This is an optimization exercise on Yosys and OpenROAD, whose aim is small area, not a production implementation.
Function was checked by simulation only, so behaviour that the tests miss may differ from the original.
Power figures rest on the tool's default switching activity, not on a simulated workload.

[flow/flow/run.sh]
#!/bin/bash
# Layout flow: the standard layout (standard.sh) with these changes:
#  - after the standard synthesis, its combinational cells are mapped again
#    for area: each library cell but the flip-flops and full adders is
#    replaced by its Boolean function and ABC maps that logic once more
#    (flow/remap.abc). Flip-flops, full adders and the netlist's names are
#    kept as the standard synthesis made them; the standard netlist is kept
#    as 1_2_yosys.std.v;
#  - every input and output port is still buffered, with the platform's
#    smallest buffer (buf_1) instead of the resizer's default choice;
#  - clock tree: clkbuf_4 buffers, registers clustered 8 to a leaf buffer
#    (within 40 um), and no dummy loads added to balance the tree.
# Each tool's output goes to a log of its own here: flow_synth.log,
# flow_remap.log, flow_make.log (and ORFS's step logs under orfs/logs/).
set -euo pipefail
P=${FLOW_PLATFORM:-sky130hd}
R=orfs/results/$P/hex_flash_receiver/base
L=orfs/logs/$P/hex_flash_receiver/base
LIB=$FLOW_HOME/platforms/$P/lib/sky130_fd_sc_hd__tt_025C_1v80.lib
YOSYS=$(command -v yosys || echo "$FLOW_HOME/../tools/install/yosys/bin/yosys")
export BUFFER_PORTS_ARGS="-buffer_cell sky130_fd_sc_hd__buf_1"
export CTS_ARGS="-sink_clustering_enable -repair_clock_nets -dont_use_dummy_load -buf_list sky130_fd_sc_hd__clkbuf_4 -sink_clustering_size 8 -sink_clustering_max_diameter 40"

bash standard.sh synth > flow_synth.log 2>&1

cp "$R/1_2_yosys.v" "$R/1_2_yosys.std.v"
TYPES=$(grep -o 'sky130_fd_sc_hd__[a-z0-9_]*' "$R/1_2_yosys.std.v" | sort -u)
python3 flow/cell_functions.py flow_cells.v $TYPES
DONTUSE=$(grep -o -- '-dont_use [^ ]*' "$L/1_2_yosys.log" | sort -u | tr '\n' ' ')
printf 'set_driving_cell sky130_fd_sc_hd__buf_1\nset_load 5\n' > flow_abc.constr
sed -e "s|@LIB@|$LIB|g" -e "s|@IN@|$R/1_2_yosys.std.v|" -e "s|@TOP@|${FLOW_TOP:-hex_flash_receiver}|" \
    -e "s|@FUNC@|flow_cells.v|" -e "s|@ABC@|$(pwd)/flow/remap.abc|" -e "s|@DONTUSE@|$DONTUSE|" \
    -e "s|@CONSTR@|$(pwd)/flow_abc.constr|" -e "s|@STAT@|flow_remap_stat.txt|" \
    -e "s|@OUT@|$R/1_2_yosys.v|" flow/remap.ys.in > flow_remap.ys
"$YOSYS" -s flow_remap.ys > flow_remap.log 2>&1

bash standard.sh > flow_make.log 2>&1
[flow/flow/cell_functions.py]
import re, sys
lib = open('/OpenROAD-flow-scripts/flow/platforms/sky130hd/lib/sky130_fd_sc_hd__tt_025C_1v80.lib').read()
used = set(sys.argv[2:]) if len(sys.argv) > 2 else None
out = open(sys.argv[1], 'w')
# crude parse: iterate cells
pos = 0
cellre = re.compile(r'\n\s*cell\s*\(\s*"?(\w+)"?\s*\)\s*\{')
ms = list(cellre.finditer(lib))
for i, m in enumerate(ms):
    name = m.group(1)
    body = lib[m.end(): ms[i+1].start() if i+1 < len(ms) else len(lib)]
    if used is not None and name not in used: continue
    if re.search(r'\bff\s*\(|\blatch\s*\(|statetable', body): continue
    if re.search(r'__(fa|fah|fahcin|fahcon)_', name): continue
    pins = re.findall(r'\n\s*pin\s*\(\s*"?(\w+)"?\s*\)\s*\{(.*?)\n\s*\}\s*(?=\n\s*pin|\n\s*\w+\s*\(|\Z)', body, re.S)
    # simpler: find pin blocks with direction and function
    ins = []; outs = []
    for pm in re.finditer(r'(?<!pg_)pin\s*\(\s*"?(\w+)"?\s*\)\s*\{', body):
        pn = pm.group(1)
        seg = body[pm.end(): pm.end()+4000]
        d = re.search(r'direction\s*:\s*"?(\w+)"?', seg)
        if not d: continue
        if d.group(1) == 'input': ins.append(pn)
        elif d.group(1) == 'output':
            f = re.search(r'function\s*:\s*"([^"]*)"', seg)
            if f: outs.append((pn, f.group(1)))
    if not outs: continue
    ins = sorted(set(ins))
    out.write('(* techmap_celltype = "%s" *)\nmodule _map_%s (%s);\n' % (name, name, ', '.join(ins + [o for o, _ in outs])))
    for p in ins: out.write('  input %s;\n' % p)
    for o, f in outs:
        ff = f.replace('!', '~').replace('*', '&').replace('+', '|')
        ff = re.sub(r"(\w+)'", r"(~\1)", ff)
        out.write('  output %s;\n  assign %s = %s;\n' % (o, o, ff))
    out.write('endmodule\n')
[flow/flow/remap.abc]
strash
dc2
dch -f
amap -F 100 -A 50
mfs2 -a
strash
dc2
dch -f
amap -F 100 -A 50
mfs2 -a
strash
dc2
dch -f
amap -F 100 -A 50
topo
[flow/flow/remap.ys.in]
read_liberty -lib @LIB@
read_verilog -sv @IN@
hierarchy -top @TOP@
techmap -map @FUNC@
techmap
opt -purge
abc -script @ABC@ -liberty @LIB@ @DONTUSE@ -constr @CONSTR@
splitnets
opt_clean -purge
hilomap -singleton -hicell sky130_fd_sc_hd__conb_1 HI -locell sky130_fd_sc_hd__conb_1 LO
insbuf -buf sky130_fd_sc_hd__buf_4 A X
check -assert -mapped
tee -o @STAT@ stat -liberty @LIB@
write_verilog -noattr -nohex -nodec @OUT@
[flow/standard.sh]
#!/bin/bash
# synth_recipe.tcl (not shown) runs the flow's synth.tcl, then flattens the netlist and writes it again
# the make line also repeats each setting of config.mk as NAME=value (left out here)
make -C /OpenROAD-flow-scripts/flow DESIGN_CONFIG=/design/flow/config.mk WORK_HOME=/design/flow/orfs CLKGATE_MAP_FILE= SYNTH_SCRIPT=/design/flow/synth_recipe.tcl "${@:-finish}"
[flow/config.mk]
export PLATFORM = sky130hd
export DESIGN_NAME = hex_flash_receiver
export DESIGN_NICKNAME = hex_flash_receiver
export VERILOG_FILES = /design/flow/design.v
export SDC_FILE = /design/flow/constraint.sdc
export NUM_CORES = 8
export LEC_CHECK = 0
export CAP_MARGIN = 20
export CORE_MARGIN = 2
export CORE_UTILIZATION = 65
export SLEW_MARGIN = 20
export SYNTH_HIERARCHICAL = 1
[flow/constraint.sdc]
create_clock -name core_clock -period 10.0 [get_ports {clk}]
set_input_delay 2.0000 -clock core_clock [delete_from_list [all_inputs] [get_ports {clk}]]
set_output_delay 2.0000 -clock core_clock [all_outputs]
set_load 0.01 [all_outputs]
[flow/design.v]
module hex_flash_receiver (
    input  wire         clk,
    input  wire         rst,             
    input  wire         in_valid,
    output wire         in_ready,
    input  wire [1:0]   in_op,           
    input  wire [63:0]  in_frame,        
    input  wire [31:0]  in_now,          
    output wire         res_valid,
    output wire [1:0]   res_op,
    output wire [1:0]   res_code,        
    output wire [15:0]  res_line,
    output wire         res_in_progress,
    output wire         res_complete,
    output wire         wr_valid,        
    output wire [31:0]  wr_addr,
    output wire [4:0]   wr_len,
    output wire [127:0] wr_data
);
    localparam OP_FRAME  = 2'd0;
    localparam OP_TICK   = 2'd1;
    localparam OP_ABORT  = 2'd2;
    localparam RSP_NONE     = 2'd0;
    localparam RSP_SEND     = 2'd1;
    localparam RSP_COMPLETE = 2'd2;
    localparam RSP_ERROR    = 2'd3;
    localparam S_IDLE = 3'd0;
    localparam S_RESP = 3'd1;
    localparam S_VAL  = 3'd2;    
    localparam S_DISP = 3'd3;    
    localparam S_CRC  = 3'd4;    
    localparam S_TICK = 3'd5;    
    localparam S_FILL = 3'd6;    
    localparam [4:0] C_FF    = 5'b10000;
    localparam [4:0] C_COLON = 5'b10011;
    reg  [2:0]   state;
    reg  [1:0]   op_q;
    reg  [1:0]   code_q;
    reg          in_progress, complete, new_init_pending, init_error, eof_received;
    reg  [14:0]  expected_lines;
    reg  [31:0]  expected_crc;
    reg  [31:0]  file_crc;
    reg  [15:0]  cur_line;
    reg  [3:0]   seg_total;          
    reg  [8:0]   seg_rcvd;
    reg  [31:0]  last_frame_ms;
    reg  [15:0]  base_d;             
    reg          base_t;
    reg  [214:0] ring;               
    reg          ff43;               
    reg  [5:0]   rc;                 
    reg  [5:0]   pos;
    reg  [7:0]   work;               
    wire [5:0] rc_next = (rc >= 6'd16) ? rc - 6'd16 : rc + 6'd27;
    wire [4:0] rd = ring[4:0];
    wire       rd_hex = !rd[4] || (rd[3] && (rd[2] || rd[1]));
    wire [3:0]  f_index = in_frame[19:16];
    wire [3:0]  f_total = in_frame[23:20];
    wire        ln_ok   = !cur_line[15] && (cur_line[14:0] == in_frame[15:1]);
    wire [5:0]  si5     = {2'b00, f_index} + {f_index, 2'b00};
    wire        is_seg  = (in_op == OP_FRAME) && in_frame[0];
    wire        seg_phase = f_index[3] && (f_index[2:0] != 3'd0) || (rc_next == si5);
    assign in_ready = (state == S_IDLE) && (!is_seg || seg_phase);
    wire   take = in_valid && in_ready;
    wire seg_adopt = in_progress && ln_ok && (seg_total == 4'd0) &&
                     (f_total != 4'd0) && (f_total <= 4'd9);
    wire seg_write = in_progress && ln_ok &&
                     ((seg_total == 4'd0) ? (f_total != 4'd0 && f_total <= 4'd9 && f_index < f_total)
                                          : (f_total == seg_total && f_index < seg_total));
    wire do_seg_write = take && is_seg && seg_write;
    wire init_ok;
    init_check u_init (.f(in_frame), .ok(init_ok));
    wire [8:0]  seg_bit;             
    wire [8:0]  seg_miss;            
    genvar gs;
    generate
        for (gs = 0; gs < 9; gs = gs + 1) begin : g_seg
            assign seg_bit[gs]  = (f_index == gs);
            assign seg_miss[gs] = (seg_total > gs) && !seg_rcvd[gs];
        end
    endgenerate
    wire        ready    = (seg_total != 4'd0) && !(|seg_miss);
    wire        gt15, gt5;
    elapsed_cmp u_el (.now(in_now), .last(last_frame_ms), .gt15(gt15), .gt5(gt5));
    wire        crc_match;
    crc_eq u_eq (.fcrc(file_crc), .ecrc(expected_crc), .match(crc_match));
    wire [3:0] av [0:42];
    genvar gj;
    generate
        for (gj = 0; gj < 43; gj = gj + 1) begin : g_av
            assign av[gj] = ring[5 * ((8 * gj) % 43) +: 4];
        end
    endgenerate
    wire [3:0] v1 = av[1];
    wire [3:0] v2 = av[2];
    wire [15:0] rec_addr = {av[3], av[4], av[5], av[6]};
    wire [3:0] v7 = av[7];
    wire [3:0] v8 = av[8];
    wire       bc_ok = (v1 == 4'd0) || (v1 == 4'd1 && v2 == 4'd0);
    wire [4:0] bc    = {v1[0], v2};
    wire       len_ok = (pos == {bc, 1'b0} + 6'd11);
    wire       rt_ok  = (v7 == 4'd0) && (v8 <= 4'd5);
    wire       line_valid = bc_ok && len_ok && rt_ok && (work == 8'd0);
    genvar gk;
    generate
        for (gk = 0; gk < 16; gk = gk + 1) begin : g_wd
            assign wr_data[8*gk +: 8] = {av[9 + 2*gk], av[10 + 2*gk]};
        end
    endgenerate
    wire [7:0]  data0 = (bc != 5'd0) ? wr_data[7:0] : 8'h00;
    wire [7:0]  data1 = (bc[4:1] != 4'd0) ? wr_data[15:8] : 8'h00;
    wire        in_win;
    addr_unit u_addr (.base_d(base_d), .base_t(base_t), .rec_addr(rec_addr), .bc(bc),
                      .in_win(in_win), .wr_addr(wr_addr));
    assign wr_len  = bc;
    wire [15:0] next_ln;
    wire        eof_ok;
    line_inc u_ln (.line(cur_line), .expected(expected_lines), .next_ln(next_ln), .eof_ok(eof_ok));
    wire aligned  = (rc == 6'd0);
    wire disp     = (state == S_DISP) && aligned;
    wire rt0      = (v8[2:0] == 3'd0);
    wire rejects  = rt0 ? !in_win : (v8[2:0] == 3'd1) && !eof_ok;
    wire accepted = line_valid;
    assign wr_valid = disp && line_valid && rt0;
    wire [5:0] st5  = {2'b00, seg_total} + {seg_total, 2'b00};
    wire       at_c = (rc == pos) || (pos == 6'd43 && aligned);
    wire       stop = (pos == 6'd43) || (pos == st5) || (rd == C_FF);
    wire [7:0] hexch = (rd[3:0] <= 4'd9) ? {4'h3, rd[3:0]} : {2'b01, rd[4], 2'b00, rd[2:0] - 3'd1};
    assign res_valid       = (state == S_RESP);
    assign res_op          = op_q;
    assign res_code        = code_q;
    assign res_line        = cur_line;
    assign res_in_progress = in_progress;
    assign res_complete    = complete;
    wire [24:0] pay_code;
    genvar gc;
    generate
        for (gc = 0; gc < 5; gc = gc + 1) begin : g_enc
            char_enc #(.COLON(gc == 0)) u_enc (.b(in_frame[24 + 8*gc +: 8]), .code(pay_code[5*gc +: 5]));
        end
    endgenerate
    integer s;
    always @(posedge clk) begin
        rc <= rc_next;
        for (s = 0; s < 43; s = s + 1)
            ring[5*s +: 5] <= ring[5*((s + 1) % 43) +: 5];
        if (do_seg_write) begin
            ring[4:0]   <= pay_code[4:0];
            ring[44:40] <= pay_code[9:5];
            ring[84:80] <= pay_code[14:10];
            if (f_index != 4'd8) begin
                ring[124:120] <= pay_code[19:15];
                ring[164:160] <= pay_code[24:20];
            end else begin
                ff43 <= (in_frame[55:48] == 8'hFF);
            end
        end
    end
    always @(posedge clk) begin
        if (rst) begin
            state       <= S_IDLE;
            in_progress <= 1'b0;
            complete    <= 1'b0;
            cur_line    <= 16'h0;
        end else begin
            case (state)
            S_IDLE: begin
                if (take) begin
                    op_q   <= in_op;
                    code_q <= RSP_NONE;
                    state  <= S_RESP;
                    case (in_op)
                    OP_FRAME: begin
                        if (!in_frame[0]) begin
                            new_init_pending <= 1'b1;
                            init_error       <= !init_ok;
                            if (init_ok) begin
                                in_progress    <= 1'b1;
                                complete       <= 1'b0;
                                eof_received   <= 1'b0;
                                expected_lines <= in_frame[15:1];
                                expected_crc   <= in_frame[47:16];
                                cur_line       <= 16'h0;
                                pos            <= 6'd0;
                                state          <= S_FILL;      
                                seg_total      <= 4'h0;
                                last_frame_ms  <= in_now;
                                base_d         <= 16'h0;
                            end
                        end else begin
                            if (seg_adopt) begin
                                seg_total <= f_total;
                                seg_rcvd  <= 9'h0;
                            end
                            if (seg_write) begin
                                seg_rcvd      <= (seg_adopt ? 9'h0 : seg_rcvd) | seg_bit;
                                last_frame_ms <= in_now;
                            end
                        end
                    end
                    OP_TICK: begin
                        work  <= {6'h00, gt5, gt15};
                        state <= S_TICK;
                    end
                    OP_ABORT: begin
                        in_progress <= 1'b0;
                        complete    <= 1'b0;
                        cur_line    <= 16'h0;
                    end
                    default: ;
                    endcase
                end
            end
            S_TICK: begin    
                state <= S_RESP;
                if (!in_progress) begin
                    code_q <= RSP_NONE;
                end else if (work[0]) begin
                    in_progress <= 1'b0;
                    complete    <= 1'b0;
                    cur_line    <= 16'h0;
                    code_q      <= RSP_ERROR;
                end else if (!ready && work[1]) begin
                    code_q <= RSP_SEND;
                end else if (new_init_pending) begin
                    new_init_pending <= 1'b0;
                    init_error       <= 1'b0;
                    code_q           <= init_error ? RSP_ERROR : RSP_SEND;
                end else if (ready) begin
                    code_q <= RSP_SEND;
                    pos    <= 6'd0;
                    work   <= 8'h0;
                    state  <= S_VAL;
                end else if (eof_received) begin
                    if (crc_match) begin
                        complete    <= 1'b1;
                        in_progress <= 1'b0;
                        code_q      <= RSP_COMPLETE;
                    end else begin
                        in_progress <= 1'b0;
                        complete    <= 1'b0;
                        cur_line    <= 16'h0;
                        code_q      <= RSP_ERROR;
                    end
                end
            end
            S_FILL: begin
                file_crc <= {1'b1, file_crc[31:1]};
                pos      <= pos + 6'd1;
                if (pos == 6'd31) state <= S_RESP;
            end
            S_VAL: begin
                if (at_c) begin
                    if (stop) begin
                        if (pos == 6'd43 && !ff43) pos <= 6'd0;      
                        state <= S_DISP;
                    end else if ((pos == 6'd0) ? (rd != C_COLON || rejects) : !rd_hex) begin
                        pos   <= 6'd0;
                        state <= S_DISP;
                    end else begin
                        pos <= pos + 6'd1;
                        if (pos != 6'd0)
                            work <= work + (pos[0] ? {rd[3:0], 4'h0} : {4'h0, rd[3:0]});
                    end
                end
            end
            S_DISP: begin
                if (aligned) begin
                    if (accepted) begin
                        case (v8[2:0])
                        3'd1: eof_received <= 1'b1;
                        3'd2: begin base_d <= {data0, data1}; base_t <= 1'b0; end
                        3'd4: begin base_d <= {data0, data1}; base_t <= 1'b1; end
                        default: ;
                        endcase
                        work   <= 8'h3A;
                        pos   <= 6'd1;
                        state <= S_CRC;
                    end else begin
                        seg_total <= 4'h0;
                        state     <= S_RESP;
                    end
                end
            end
            S_CRC: begin
                file_crc <= {1'b0, file_crc[31:1]} ^ ((file_crc[0] ^ work[0]) ? 32'hEDB88320 : 32'h0);
                work      <= {1'b0, work[7:1]};
                if (at_c) begin
                    if (stop) begin
                        cur_line  <= next_ln;
                        seg_total <= 4'h0;
                        state     <= S_RESP;
                    end else begin
                        work <= hexch;
                        pos <= pos + 6'd1;
                    end
                end
            end
            default: state <= S_IDLE;    
            endcase
        end
    end
endmodule
module init_check (
    input  wire [63:0] f,
    output wire        ok
);
    wire t100 = f[4] ^ f[34];
    wire t101 = f[9] ^ f[25];
    wire t102 = f[20] ^ f[58];
    wire t103 = f[23] ^ f[55];
    wire t104 = f[38] ^ t100;
    wire t105 = f[6] ^ f[62];
    wire t106 = f[10] ^ f[56];
    wire t107 = f[1] ^ f[11];
    wire t108 = f[3] ^ f[16];
    wire t109 = f[7] ^ t102;
    wire t110 = f[8] ^ f[45];
    wire t111 = f[15] ^ f[50];
    wire t112 = f[19] ^ f[36];
    wire t113 = f[24] ^ f[47];
    wire t114 = f[2] ^ f[46];
    wire t115 = f[4] ^ f[54];
    wire t116 = f[5] ^ t106;
    wire t117 = f[13] ^ f[47];
    wire t118 = f[14] ^ f[31];
    wire t119 = f[24] ^ f[48];
    wire t120 = f[25] ^ f[52];
    wire t121 = f[27] ^ f[43];
    wire t122 = f[29] ^ f[44];
    wire t123 = f[30] ^ f[57];
    wire t124 = f[32] ^ t103;
    wire t125 = f[40] ^ f[63];
    wire t126 = f[61] ^ t113;
    wire t127 = t101 ^ t105;
    wire t128 = t112 ^ t120;
    wire t129 = f[1] ^ f[12];
    wire t130 = f[3] ^ f[60];
    wire t131 = f[6] ^ f[26];
    wire t132 = f[8] ^ f[18];
    wire t133 = f[10] ^ t101;
    wire t134 = f[11] ^ t125;
    wire t135 = f[15] ^ f[30];
    wire t136 = f[17] ^ t126;
    wire t137 = f[19] ^ f[35];
    wire t138 = f[21] ^ f[33];
    wire t139 = f[23] ^ f[41];
    wire t140 = f[29] ^ t104;
    wire t141 = f[31] ^ f[49];
    wire t142 = f[32] ^ t114;
    wire t143 = f[39] ^ f[56];
    wire t144 = f[41] ^ f[52];
    wire t145 = f[42] ^ f[49];
    wire t146 = f[43] ^ t110;
    wire t147 = f[45] ^ t138;
    wire t148 = f[46] ^ t111;
    wire t149 = f[51] ^ f[55];
    wire t150 = f[54] ^ t104;
    wire t151 = f[57] ^ t141;
    wire t152 = f[63] ^ t109;
    wire t153 = t103 ^ t108;
    wire t154 = t107 ^ t117;
    wire t155 = t108 ^ t149;
    wire t156 = t116 ^ t119;
    wire t157 = t121 ^ t139;
    wire t158 = t124 ^ t154;
    wire t159 = t128 ^ t129;
    wire t160 = t135 ^ t152;
    wire t161 = t137 ^ t156;
    wire [15:0] s;
    assign s[0] = t109 ^ t112 ^ t131 ^ t133 ^ t134 ^ t151;
    assign s[1] = f[20] ^ f[28] ^ f[49] ^ t111 ^ t124 ^ t125 ^ t150 ^ t161;
    assign s[2] = f[35] ^ f[52] ^ f[54] ^ t100 ^ t105 ^ t122 ^ t126 ^ t160;
    assign s[3] = f[2] ^ f[59] ^ t115 ^ t122 ^ t134 ^ t143 ^ t144 ^ t146;
    assign s[4] = f[14] ^ f[37] ^ f[62] ^ t106 ^ t128 ^ t146 ^ t158;
    assign s[5] = f[5] ^ f[7] ^ f[9] ^ f[56] ^ t103 ^ t132 ^ t136 ^ t140;
    assign s[6] = f[39] ^ t123 ^ t127 ^ t132 ^ t161;
    assign s[7] = f[21] ^ t109 ^ t116 ^ t117 ^ t127 ^ t130 ^ t144 ^ t145 ^ t148;
    assign s[8] = f[44] ^ f[53] ^ f[59] ^ t101 ^ t107 ^ t118 ^ t157 ^ t160;
    assign s[9] = f[12] ^ f[38] ^ f[51] ^ t102 ^ t110 ^ t115 ^ t123 ^ t148 ^ t158;
    assign s[10] = f[26] ^ f[48] ^ t107 ^ t114 ^ t123 ^ t133 ^ t136 ^ t147 ^ t155;
    assign s[11] = f[58] ^ t104 ^ t110 ^ t111 ^ t118 ^ t122 ^ t127 ^ t153;
    assign s[12] = f[1] ^ f[55] ^ t102 ^ t105 ^ t106 ^ t113 ^ t118 ^ t130 ^ t142 ^ t150;
    assign s[13] = f[33] ^ t104 ^ t119 ^ t121 ^ t143 ^ t151 ^ t155;
    assign s[14] = f[22] ^ f[30] ^ f[58] ^ f[61] ^ t140 ^ t142 ^ t147 ^ t157 ^ t159;
    assign s[15] = f[27] ^ f[39] ^ f[60] ^ t115 ^ t131 ^ t145 ^ t153 ^ t159;
    assign ok = (s == 16'h4e22);
endmodule
module elapsed_cmp (
    input  wire [31:0] now,
    input  wire [31:0] last,
    output wire        gt15,
    output wire        gt5
);
    wire [14:0] c;
    wire [13:0] d;
    assign c[0] = 1'b1;
    genvar i;
    generate
        for (i = 0; i < 14; i = i + 1) begin : g_lo
            wire nb = ~last[i];
            assign d[i]   = now[i] ^ nb ^ c[i];
            assign c[i+1] = (now[i] & nb) | (now[i] & c[i]) | (nb & c[i]);
        end
    endgenerate
    wire borrow = !c[14];
    wire [17:0] x = now[31:14];
    wire [17:0] w = x ^ last[31:14];
    wire [16:0] ok;
    generate
        for (i = 0; i < 17; i = i + 1) begin : g_hi
            assign ok[i] = w[i] ? (w[i+1] == !x[i]) : !w[i+1];
        end
    endgenerate
    wire hi_zero = (w[0] == borrow) && (&ok);
    function gt_const;
        input [13:0] v;
        input [13:0] k;
        integer j;
        reg g;
        begin
            g = 1'b0;
            for (j = 0; j < 14; j = j + 1)
                g = k[j] ? (v[j] & g) : (v[j] | g);
            gt_const = g;
        end
    endfunction
    assign gt15 = !hi_zero || gt_const(d, 14'd15000);
    assign gt5  = !hi_zero || gt_const(d, 14'd5000);
endmodule
module addr_unit (
    input  wire [15:0] base_d,
    input  wire        base_t,
    input  wire [15:0] rec_addr,
    input  wire [4:0]  bc,
    output wire        in_win,
    output wire [31:0] wr_addr
);
    wire [15:0] x = base_t ? {base_d[3:0], 12'h000} : base_d;    
    wire [16:0] c;
    wire [15:0] s;
    assign c[0] = 1'b0;
    genvar i;
    generate
        for (i = 0; i < 16; i = i + 1) begin : g_add
            if (i < 12) begin : g_fa
                assign s[i]   = x[i] ^ rec_addr[4+i] ^ c[i];
                assign c[i+1] = (x[i] & rec_addr[4+i]) | (x[i] & c[i]) | (rec_addr[4+i] & c[i]);
            end else begin : g_ha
                assign s[i]   = x[i] ^ c[i];
                assign c[i+1] = x[i] & c[i];
            end
        end
    endgenerate
    wire [19:0] a   = {s, rec_addr[3:0]};
    wire        hi0 = base_t ? (base_d[15:4] == 12'h0) : !c[16];
    wire [4:0]  t5  = {1'b0, a[3:0]} + bc;
    wire        ovf = (&a[18:4]) && (t5 >= 5'd17);       
    assign in_win  = hi0 && ((bc == 5'd0) ? (!a[19] || a[18:0] == 19'h0) : (!a[19] && !ovf));
    assign wr_addr = {12'h0, a[19:18] + 2'b01, a[17:0]};
endmodule
module line_inc (
    input  wire [15:0] line,
    input  wire [14:0] expected,
    output wire [15:0] next_ln,
    output wire        eof_ok
);
    wire [16:0] c;
    assign c[0] = 1'b1;
    genvar i;
    generate
        for (i = 0; i < 16; i = i + 1) begin : g_ha
            assign next_ln[i] = line[i] ^ c[i];
            assign c[i+1]     = line[i] & c[i];
        end
    endgenerate
    assign eof_ok = !c[16] && !next_ln[15] && (next_ln[14:0] == expected);
endmodule
module crc_eq (
    input  wire [31:0] fcrc,
    input  wire [31:0] ecrc,
    output wire        match
);
    assign match = (~fcrc == ecrc);
endmodule
module char_enc #(
    parameter COLON = 1
) (
    input  wire [7:0] b,
    output reg  [4:0] code
);
    wire dig = (b[7:4] == 4'h3) && !(b[3] && (b[2] || b[1]));
    wire ltr = (b[7] == 1'b0) && (b[6:4] == 3'b100 || b[6:4] == 3'b110) &&
               !b[3] && (b[2:0] != 3'd0) && (b[2:0] != 3'd7);
    always @* begin
        if (dig)
            code = {1'b0, b[3:0]};
        else if (ltr)
            code = {b[5], 1'b1, b[2:0] + 3'd1};
        else
            code = {3'b100, b == 8'h3A, b != 8'hFF};
    end
endmodule
==> out/metrics.csv, run 1 <==
metric,value,unit
status,finished clean,
worst r2r src,base_t$_DFFE_PP_,
Initial Utilization,0.659,
WHS,0.292,ns
Placed Cells,2451,
CTS tree,done,
Num CTS Buffers,60,
Bufs on Longest Clock Path,3,
Post-CTS Resized,0,
Clock Sinks,405,
Critical Path Fanout Max,16,
postcts setup bufs,0,
cell row count,61,
Worst-Margin Slew,1.29,ns
global-route usage over all layers,0.365,
routed vias,15500,
Max Slew Vio Count,0,
Post-Syn Area,18300,um^2
GP Congestion,1.03,
DR WL/cell,21.8,um
slowest cell on the critical path,edfxtp_1,
worst path required time,8.00,ns
vias in the first global route,14400,
Setup Skew,0.0704,ns
worst reg-to-reg setup slack,0.98,ns
"Hold-fix buffers, CTS",0,
syn_area_per_cell,9.51,um^2
Die X,172,um
share of post-route cells with drive strength above 1,0.0352,
# setup viols final,0,
Core Footprint,27800,um^2
RSZ-0062 raised after global routing,false,
clk slew on worst S/H paths,0.09,ns
port bufs,278,
first-pass GRT wire length,80900,um
CP most frequent cell,fa_1,
Max VDD drop,0.144,mV
"Clk Latency, worst-skew pair",0.73,ns
"Hold Violations, Final",0,
via/cell ratio,6.17,
maximum level of the CTS H-tree,2,
Final nets,2264,
Reg2Reg Depth,27,
YS warnings,10,
Max-slew headroom,0.115,
fill count,2154,
total of max-cap violations,0,
critical path capture point type,output pin,
Post-Route WL,54800,um
total I/O pin count,291,
1st-iter DRT viols,2034,
hold path cells,0,
setup_tns,0,ns
Hold Crit Endpoint,ring[64]$_DFF_P_,
CP max stage delay,0.64,ns
post-route setup slack,0.946,ns
DP Worst Slack,1.19,ns
CP arrival,7.05,ns
CP Cell Sequence,clkinv_1 > and3_1 > fa_1 > fa_1 > fa_1 > fa_1 > fa_1 > fa_1 > fa_1 > fa_1 > fa_1 > fa_1 > fa_1 > nand2_1 > nor2_1 > nor2b_1 > or2_0 > buf_1,
crit path kind,reg -> out,
fmax,110,MHz
post-route minimum period,9.05,ns
Post-DRT Antenna Nets,0,
Finished Layout Cells,2514,
worst hold start,ring[69]$_DFF_P_,
initial antenna violation count,2,
die height,172,um
drc violations,0,
synthesized instance count,1924,
Area Growth Syn to Fin,5.50,%
PD cells,162,nW/um^2
die area,29500,um^2
Hold Path Class,reg -> reg,
cell leakage power,6.43,nW
clk root buf,clkbuf_4,
critical path launch point type,flop,
post-DP HPWL,43000,um
worst reg2reg endpoint,state[1]$_SDFFE_PP0P_,
drt pass-1 iters,9,
gr ovfl total,0,
fin crit share,0.905,
largest net degree at the start of global routing,48,
-- power by group --
part           switching (mW)  internal [mW]  total [mW]
clock network           0.505          0.273       0.778
logic                   0.372          0.162       0.533
registers              0.0462           1.77        1.81
-- placed cells by master, fill, tap and decap left out, types with 9 or more instances in the layout --
master     count
a21oi_1      110
a222oi_1      11
a22oi_1       15
a31oi_1       12
and3_1        11
buf_1        278
buf_4          9
clkbuf_4      60
clkinv_1     236
conb_1        12
dfxtp_1      242
edfxtp_1     163
fa_1          28
nand2_1      157
nand3_1       15
nand4_1       11
nor2_1       191
nor2b_1       30
nor3_1        35
nor4_1        35
o2111ai_1     13
o211ai_1       9
o21a_1        16
o21ai_0      172
o221ai_1      14
o22a_1        12
o22ai_1      127
or3_1         11
-- registers in the layout (all words and copies together) (netlist names), 2 cells and up --
name,count
state,3
expected_crc,32
code_q,2
pos,6
work,8
op_q,2
last_frame_ms,32
rc,6
base_d,16
expected_lines,15
cur_line,16
file_crc,32
ring,215
seg_rcvd,9
seg_total,4
-- per-layer routing --
metal | wire, um | vias to the layer above | GRT usage
met5 | 0 | - | 0
met3 | 5810 | 147 | 0.0644
met1 | 21500 | 7157 | 0.491
met4 | 2070 | 0 | 0.138
met2 | 25400 | 1001 | 0.594
li1 | - | 7212 | -
-- worst max path at each step --
stage	startpoint	cells past startpoint	slack, ns	end
floorplan	in_now[0]	25	2.17	work[1]$_DFFE_PP_
global placement	base_t$_DFFE_PP_	25	1.38	pos[1]$_DFFE_PP_
detailed placement	base_t$_DFFE_PP_	25	1.19	pos[1]$_DFFE_PP_
CTS	base_t$_DFFE_PP_	18	0.99	wr_addr[18]
global route	base_t$_DFFE_PP_	18	0.59	wr_addr[18]
finish	base_t$_DFFE_PP_	18	0.95	wr_addr[18]
-- worst max-delay path: cells and delay by family (launching register included) --
family / cells / cell delay, ns
and+or+nand+nor: 5 / 0.82
DFF: 1 / 0.64
buffers and inverters: 2 / 0.49
adders and majority gates: 11 / 4.37
-- final cells by class --
class | instances | area [um^2] | share of cell area
inverter | 236 | 886 | 0.0459
sequential | 405 | 9740 | 0.504
multi-input combinational | 1145 | 6640 | 0.344
antenna | 3 | 7.51 | 0.000389
timing repair buffer | 287 | 1110 | 0.0575
tap | 378 | 473 | 0.0245
clock buffer | 60 | 450 | 0.0233
-- per-stage QoR --
step / utilization / power, mW / instance area, um^2
3_5_place_dp: 0.678 / 2.36 / 18800
2_1_floorplan: - / 2.17 / 18300
4_1_cts: 0.694 / 3.12 / 19300
5_1_grt: 0.695 / 3.25 / 19300
6_report: 0.695 / 3.12 / 19300
3_3_place_gp: 0.678 / 2.35 / 18800
==> inputs of run 2 (changes only) <==
--- a/flow/design.v
+++ b/flow/design.v
@@ -42,7 +42,6 @@
     reg  [31:0]  file_crc;
     reg  [15:0]  cur_line;
     reg  [3:0]   seg_total;          
-    reg  [8:0]   seg_rcvd;
     reg  [31:0]  last_frame_ms;
     reg  [15:0]  base_d;             
     reg          base_t;
@@ -51,6 +50,7 @@
     reg  [5:0]   rc;                 
     reg  [5:0]   pos;
     reg  [7:0]   work;               
+    wire [8:0]   seg_rcvd = {pos[0], work};
     wire [5:0] rc_next = (rc >= 6'd16) ? rc - 6'd16 : rc + 6'd27;
     wire [4:0] rd = ring[4:0];
     wire       rd_hex = !rd[4] || (rd[3] && (rd[2] || rd[1]));
@@ -190,17 +190,17 @@
                         end else begin
                             if (seg_adopt) begin
                                 seg_total <= f_total;
-                                seg_rcvd  <= 9'h0;
+                                {pos[0], work} <= 9'h0;
                             end
                             if (seg_write) begin
-                                seg_rcvd      <= (seg_adopt ? 9'h0 : seg_rcvd) | seg_bit;
-                                last_frame_ms <= in_now;
+                                {pos[0], work} <= (seg_adopt ? 9'h0 : seg_rcvd) | seg_bit;
+                                last_frame_ms  <= in_now;
                             end
                         end
                     end
                     OP_TICK: begin
-                        work  <= {6'h00, gt5, gt15};
-                        state <= S_TICK;
+                        code_q <= {gt5, gt15};
+                        state  <= S_TICK;
                     end
                     OP_ABORT: begin
                         in_progress <= 1'b0;
@@ -212,15 +212,15 @@
                 end
             end
             S_TICK: begin    
-                state <= S_RESP;
+                state  <= S_RESP;
+                code_q <= RSP_NONE;
                 if (!in_progress) begin
-                    code_q <= RSP_NONE;
-                end else if (work[0]) begin
+                end else if (code_q[0]) begin
                     in_progress <= 1'b0;
                     complete    <= 1'b0;
                     cur_line    <= 16'h0;
                     code_q      <= RSP_ERROR;
-                end else if (!ready && work[1]) begin
+                end else if (!ready && code_q[1]) begin
                     code_q <= RSP_SEND;
                 end else if (new_init_pending) begin
                     new_init_pending <= 1'b0;
==> run 2 against run 1 <==
Via count grew 2.7%. Design area shrank 0.38%. Sequential power shrank 3%. Maximum frequency shrank 0.84%. Clock power shrank 1%. Routed wire length grew 1.5%. Utilization shrank 0.070 points. Critical path type unchanged. Largest cell class unchanged.
==> out/metrics.csv, run 2 <==
metric,value,unit,change
Reg2Reg Depth,25,,-7.4%
most frequent cells in the layout,"buf_1 (278), dfxtp_1 (242), clkinv_1 (234)",,
Post-Syn Area,18200,um^2,-0.50%
"Clk Latency, worst-skew pair",0.74,ns,about the same
max reg flops,215,,unchanged
Critical Path Fanout Max,17,,+1
CP Cell Sequence,clkinv_1 > and3_1 > fa_1 > fa_1 > fa_1 > fa_1 > fa_1 > fa_1 > fa_1 > fa_1 > fa_1 > fa_1 > fa_1 > nand2_1 > nor2_1 > nor2b_1 > nand2_1 > o21ai_0 > clkinv_1 > buf_1,,
Setup Skew,0.0686,ns,-0.00187 ns
Max-slew headroom,0.278,,+0.162
Bufs on Longest Clock Path,3,,unchanged
Num CTS Buffers,58,,-3.3%
crit path kind,reg -> out,,
worst hold start,ring[55]$_DFF_P_,,
global-route usage over all layers,0.367,,+0.00212
fin crit share,0.913,,+0.00770
clk slew on worst S/H paths,0.09,ns,about the same
routed vias,15900,,+2.7%
postcts setup bufs,0,,unchanged
CP arrival,7.13,ns,+0.08 ns
CTS tree,done,,
Post-Route WL,55600,um,+1.5%
PD cells,155,nW/um^2,-4.5%
YS warnings,10,,unchanged
Hold Path Class,reg -> reg,,
synthesized instance count,1966,,+2.2%
Worst-Margin Slew,1.08,ns,-0.218 ns
slowest cell on the critical path,edfxtp_1,,
worst path required time,8.00,ns,about the same
# setup viols final,0,,unchanged
"Hold-fix buffers, CTS",0,,unchanged
"most common cell after layout, fill and taps aside",buf_1,,
die height,171,um,-0.24%
total of max-cap violations,0,,unchanged
critical path launch point type,flop,,
gr ovfl total,0,,unchanged
cell row count,61,,unchanged
overall power,2.97,mW,-4.8%
worst reg2reg endpoint,pos[2]$_DFFE_PP_,,
post-DP HPWL,43400,um,+1.1%
Max Slew Vio Count,0,,unchanged
share of post-route cells with drive strength above 1,0.0358,,+0.000602
clk root buf,clkbuf_4,,
Area Growth Syn to Fin,5.63,%,
CP max stage delay,0.67,ns,+0.03 ns
initial antenna violation count,4,,+2
maximum level of the CTS H-tree,2,,unchanged
Core Footprint,27700,um^2,-0.27%
vias in the first global route,14600,,+1.1%
CP most frequent cell,fa_1,,
Clock Sinks,396,,-2.2%
via/cell ratio,6.22,,+0.77%
1st-iter DRT viols,1716,,-16%
Die X,171,um,-0.24%
drt pass-1 iters,6,,-3
RSZ-0062 raised after global routing,false,,
cell leakage power,6.52,nW,+1.3%
Post-CTS Resized,0,,unchanged
port bufs,278,,unchanged
first-pass GRT wire length,81100,um,+0.24%
"Hold Violations, Final",0,,unchanged
Top reg by flops,ring,,
Max VDD drop,0.169,mV,+17%
GP Congestion,0.997,,-3.7%
Final nets,2312,,+2.1%
largest net degree at the start of global routing,48,,unchanged
post-route minimum period,9.13,ns,+0.0770 ns
status,finished clean,,
fill count,2257,,+4.8%
drc violations,0,,unchanged
Post-DRT Antenna Nets,0,,unchanged
syn_area_per_cell,9.26,um^2,-2.6%
hold path cells,0,,unchanged
total I/O pin count,291,,unchanged
DR WL/cell,21.7,um,-0.46%
Initial Utilization,0.657,,-0.00148
worst reg-to-reg setup slack,1.22,ns,+0.24 ns
die area,29400,um^2,-0.49%
fmax,110,MHz,-0.84%
worst r2r src,base_t$_DFFE_PP_,,
setup_tns,0,ns,unchanged
Hold Crit Endpoint,ring[50]$_DFF_P_,,
critical path capture point type,output pin,,
[run 2: layout make-up]
class | count | area (um^2) | share of cell area
Sequential cell | 396 | 9470 | 0.492
Antenna cell | 4 | 10.0 | 0.000520
Tap cell | 378 | 473 | 0.0246
Inverter | 234 | 878 | 0.0457
Timing Repair Buffer | 295 | 1170 | 0.0609
Clock buffer | 58 | 435 | 0.0226
Multi-Input combinational cell | 1198 | 6800 | 0.353
[run 2: worst max-delay path, delay by kind of cell (launching register included)]
family,cells,cell delay (ns)
buf+inv,3,0.52
fa+ha+maj,11,4.34
compound gates,1,0.10
simple gates,5,0.77
flops,1,0.67
[run 2: per-layer routing]
layer	share of wire	up-vias	wire length (um)	track usage
met5	0.00020	-	11	0
met4	0.048	2	2680	0.156
met3	0.11	214	5930	0.0782
met2	0.46	979	25400	0.593
met1	0.39	7403	21600	0.481
li1	-	7344	-	-
[run 2: how the worst max path moves through the flow]
stage / startpoint / endpoint / slack (ns) / depth (start not counted)
finish: base_t$_DFFE_PP_ / wr_addr[19] / 0.87 / 20
global route: base_t$_DFFE_PP_ / wr_addr[19] / 0.43 / 20
CTS: base_t$_DFFE_PP_ / wr_addr[19] / 0.88 / 20
detailed placement: base_t$_DFFE_PP_ / pos[5]$_DFFE_PP_ / 1.33 / 25
global placement: base_t$_DFFE_PP_ / pos[5]$_DFFE_PP_ / 1.64 / 25
floorplan: in_frame[56] / last_frame_ms[0]$_DFFE_PP_ / 2.08 / 19
[run 2: power breakdown]
part	internal (mW)	switching [mW]	leakage (nW)
sequential	1.71	0.0380	3.38
clock	0.264	0.505	0.267
combinational	0.134	0.323	2.87
total	2.11	0.867	6.52
[run 2: stage by stage]
step,setup WS (ns),cells,instance area (um^2),hold WS (ns),utilization
global placement,1.64,2501,18800,0.310,0.678
global route,0.427,2561,19200,0.293,0.694
detailed placement,1.33,2501,18800,0.312,0.678
CTS,0.876,2559,19200,0.305,0.694
floorplan,2.08,1977,18300,0.310,-
finish,0.869,2563,19200,0.286,0.694

[separate check: timing with driven ports]
The flow's constraints put no driver on any port. The routed layouts listed below were extracted and timed again, unchanged, in two steps. Step 1, drivers: a clkbuf_16 drives clk and a buf_2 each remaining input, both assumed. Step 2 times the ports against the registers' clock, not the clock port: input delays grow and output delays shrink by t, the midpoint of the rising clock arrivals with the driver on. Slacks: ideal / step 1 / step 2; pairs: ideal / step 1.
run	t (ns)	setup slack, ns	worst setup path after step 2
run 1	0.742	0.946 / 0.898 / 0.980	register to register
run 2	0.753	0.869 / 0.825 / 1.215	register to register
After both steps every run listed still meets setup and hold.
